Background: an optimization exercise with open tools, aiming at small area, a short achievable clock period and few clock cycles. Do not read the settings as production practice.
RTL that was checked went through simulation tests only; none was proved equivalent to the original.
No activity file was given, so power comes from the tool's default toggle rates.

==> module aoi22m, before the edit <==
module aoi22m (
    input  wire s0,
    input  wire d0,
    input  wire s1,
    input  wire d1,
    output wire z
);
    assign z = ~((s0 & d0) | (s1 & d1));
endmodule
==> module aorx8, before the edit <==
module aorx8 #(parameter P = 2) (
    input  wire [16*P-1:0] d,
    input  wire [2*P-1:0]  sel,
    output wire [7:0]      y
);
    genvar b, p;
    generate
        for (b = 0; b < 8; b = b + 1) begin : g_b
            wire [P-1:0] z;
            for (p = 0; p < P; p = p + 1) begin : g_p
                aoi22m u (.s0(sel[2*p]), .d0(d[16*p + b]), .s1(sel[2*p + 1]), .d1(d[16*p + 8 + b]), .z(z[p]));
            end
            assign y[b] = ~&z;
        end
    endgenerate
endmodule
==> module aor4x8, before the edit <==
module aor4x8 (
    input  wire [31:0] d,
    input  wire [3:0]  sel,
    output wire [7:0]  y
);
    aorx8 #(.P(2)) u (.d(d), .sel(sel), .y(y));
endmodule
==> module aor6x8, before the edit <==
module aor6x8 (
    input  wire [47:0] d,
    input  wire [5:0]  sel,
    output wire [7:0]  y
);
    aorx8 #(.P(3)) u (.d(d), .sel(sel), .y(y));
endmodule
==> module aor12x8, before the edit <==
module aor12x8 (
    input  wire [95:0] d,
    input  wire [11:0] sel,
    output wire [7:0]  y
);
    aorx8 #(.P(6)) u (.d(d), .sel(sel), .y(y));
endmodule
==> module aor16x8, before the edit <==
module aor16x8 (
    input  wire [127:0] d,
    input  wire [15:0]  sel,
    output wire [7:0]   y
);
    aorx8 #(.P(8)) u (.d(d), .sel(sel), .y(y));
endmodule
clock: 10.0 ns
lec_check: 0
abc_area: 0
cap_margin: 20
core_margin: 2
core_utilization: 55
cts_cluster_diameter: 80
cts_cluster_size: 20
place_density: 0.7
setup_slack_margin: 4.0
slew_margin: 20
synth_hierarchical: 1
run.sh (not shown) runs the stock make flow with config.mk's settings and CLKGATE_MAP_FILE= SYNTH_SCRIPT=/design/flow/synth_recipe.tcl, a recipe that flattens the netlist after the stock synthesis.
==> next run, changes <==
--- a/flow/design.v
+++ b/flow/design.v
@@ -387,26 +387,24 @@
     assign y = {{24{c_reg}} & rw[31:8],
                 ({8{c_reg}} & rw[7:0]) | ({8{c_win}} & (ws | wr)) | ({8{c_hi}} & wh)};
 endmodule
-module aoi22m (
-    input  wire s0,
-    input  wire d0,
-    input  wire s1,
-    input  wire d1,
+module nand2m (
+    input  wire s,
+    input  wire d,
     output wire z
 );
-    assign z = ~((s0 & d0) | (s1 & d1));
+    assign z = ~(s & d);
 endmodule
-module aorx8 #(parameter P = 2) (
-    input  wire [16*P-1:0] d,
-    input  wire [2*P-1:0]  sel,
-    output wire [7:0]      y
+module aorx8 #(parameter N = 4) (
+    input  wire [8*N-1:0] d,
+    input  wire [N-1:0]   sel,
+    output wire [7:0]     y
 );
-    genvar b, p;
+    genvar b, k;
     generate
         for (b = 0; b < 8; b = b + 1) begin : g_b
-            wire [P-1:0] z;
-            for (p = 0; p < P; p = p + 1) begin : g_p
-                aoi22m u (.s0(sel[2*p]), .d0(d[16*p + b]), .s1(sel[2*p + 1]), .d1(d[16*p + 8 + b]), .z(z[p]));
+            wire [N-1:0] z;
+            for (k = 0; k < N; k = k + 1) begin : g_k
+                nand2m u (.s(sel[k]), .d(d[8*k + b]), .z(z[k]));
             end
             assign y[b] = ~&z;
         end
@@ -417,26 +415,26 @@
     input  wire [3:0]  sel,
     output wire [7:0]  y
 );
-    aorx8 #(.P(2)) u (.d(d), .sel(sel), .y(y));
+    aorx8 #(.N(4)) u (.d(d), .sel(sel), .y(y));
 endmodule
 module aor6x8 (
     input  wire [47:0] d,
     input  wire [5:0]  sel,
     output wire [7:0]  y
 );
-    aorx8 #(.P(3)) u (.d(d), .sel(sel), .y(y));
+    aorx8 #(.N(6)) u (.d(d), .sel(sel), .y(y));
 endmodule
 module aor12x8 (
     input  wire [95:0] d,
     input  wire [11:0] sel,
     output wire [7:0]  y
 );
-    aorx8 #(.P(6)) u (.d(d), .sel(sel), .y(y));
+    aorx8 #(.N(12)) u (.d(d), .sel(sel), .y(y));
 endmodule
 module aor16x8 (
     input  wire [127:0] d,
     input  wire [15:0]  sel,
     output wire [7:0]   y
 );
-    aorx8 #(.P(8)) u (.d(d), .sel(sel), .y(y));
+    aorx8 #(.N(16)) u (.d(d), .sel(sel), .y(y));
 endmodule
Result: The changed run completed with no timing, DRC or antenna violations; fmax climbs by 1.8%; power hardly moves; combinational power stays flat; synthesized area drops by 4.8%; worst hold slack loses 28 ps; non-clock buffer count drops by 32; setup slack gains 120 ps; count of clock-buffer cells in the layout drops by 8; routed wire length climbs by 12%; cell count climbs by 16%; critical path depth is unchanged; register-to-register slack barely changes; sequential power barely changes; global-route usage climbs by 6.3 points.
Testbench counts after the change, summed over its fixed seeds: cycles 10,075.
Function not checked in the first run of this note: the RTL went through the layout flow alone.

-- re-timing with driven ports --
How much do the figures lean on ideal ports? The routed layouts below were timed once more, with nothing changed but the port constraints. Step 1 (the two cells are an assumption about what drives the block):
set clk [get_ports {clk}]
set_driving_cell -lib_cell sky130_fd_sc_hd__clkbuf_16 $clk
set_driving_cell -lib_cell sky130_fd_sc_hd__buf_2 [delete_from_list [all_inputs] $clk]
Step 2 adds t to the input delays and takes it off the output delays; t is the mean of the earliest and latest rising clock arrival at the registers after step 1. Input paths then give back, and output paths get back, about the clock's delay inside the block. a / b / c = ideal / step 1 / step 2; a / b = the first two.
run | shift t [ns] | setup slack, ns | latest minus earliest clock arrival (ns)
the first run | 0.891 | 2.909 / 2.758 / 2.758 | 0.047 / 0.047
the second run | 0.881 | 3.032 / 2.912 / 2.912 | 0.053 / 0.052
After both steps setup and hold are still met in every run listed. The setup slack of the first run, which loses most, moves by -0.151 ns with the drivers and by -0.151 ns with both steps.
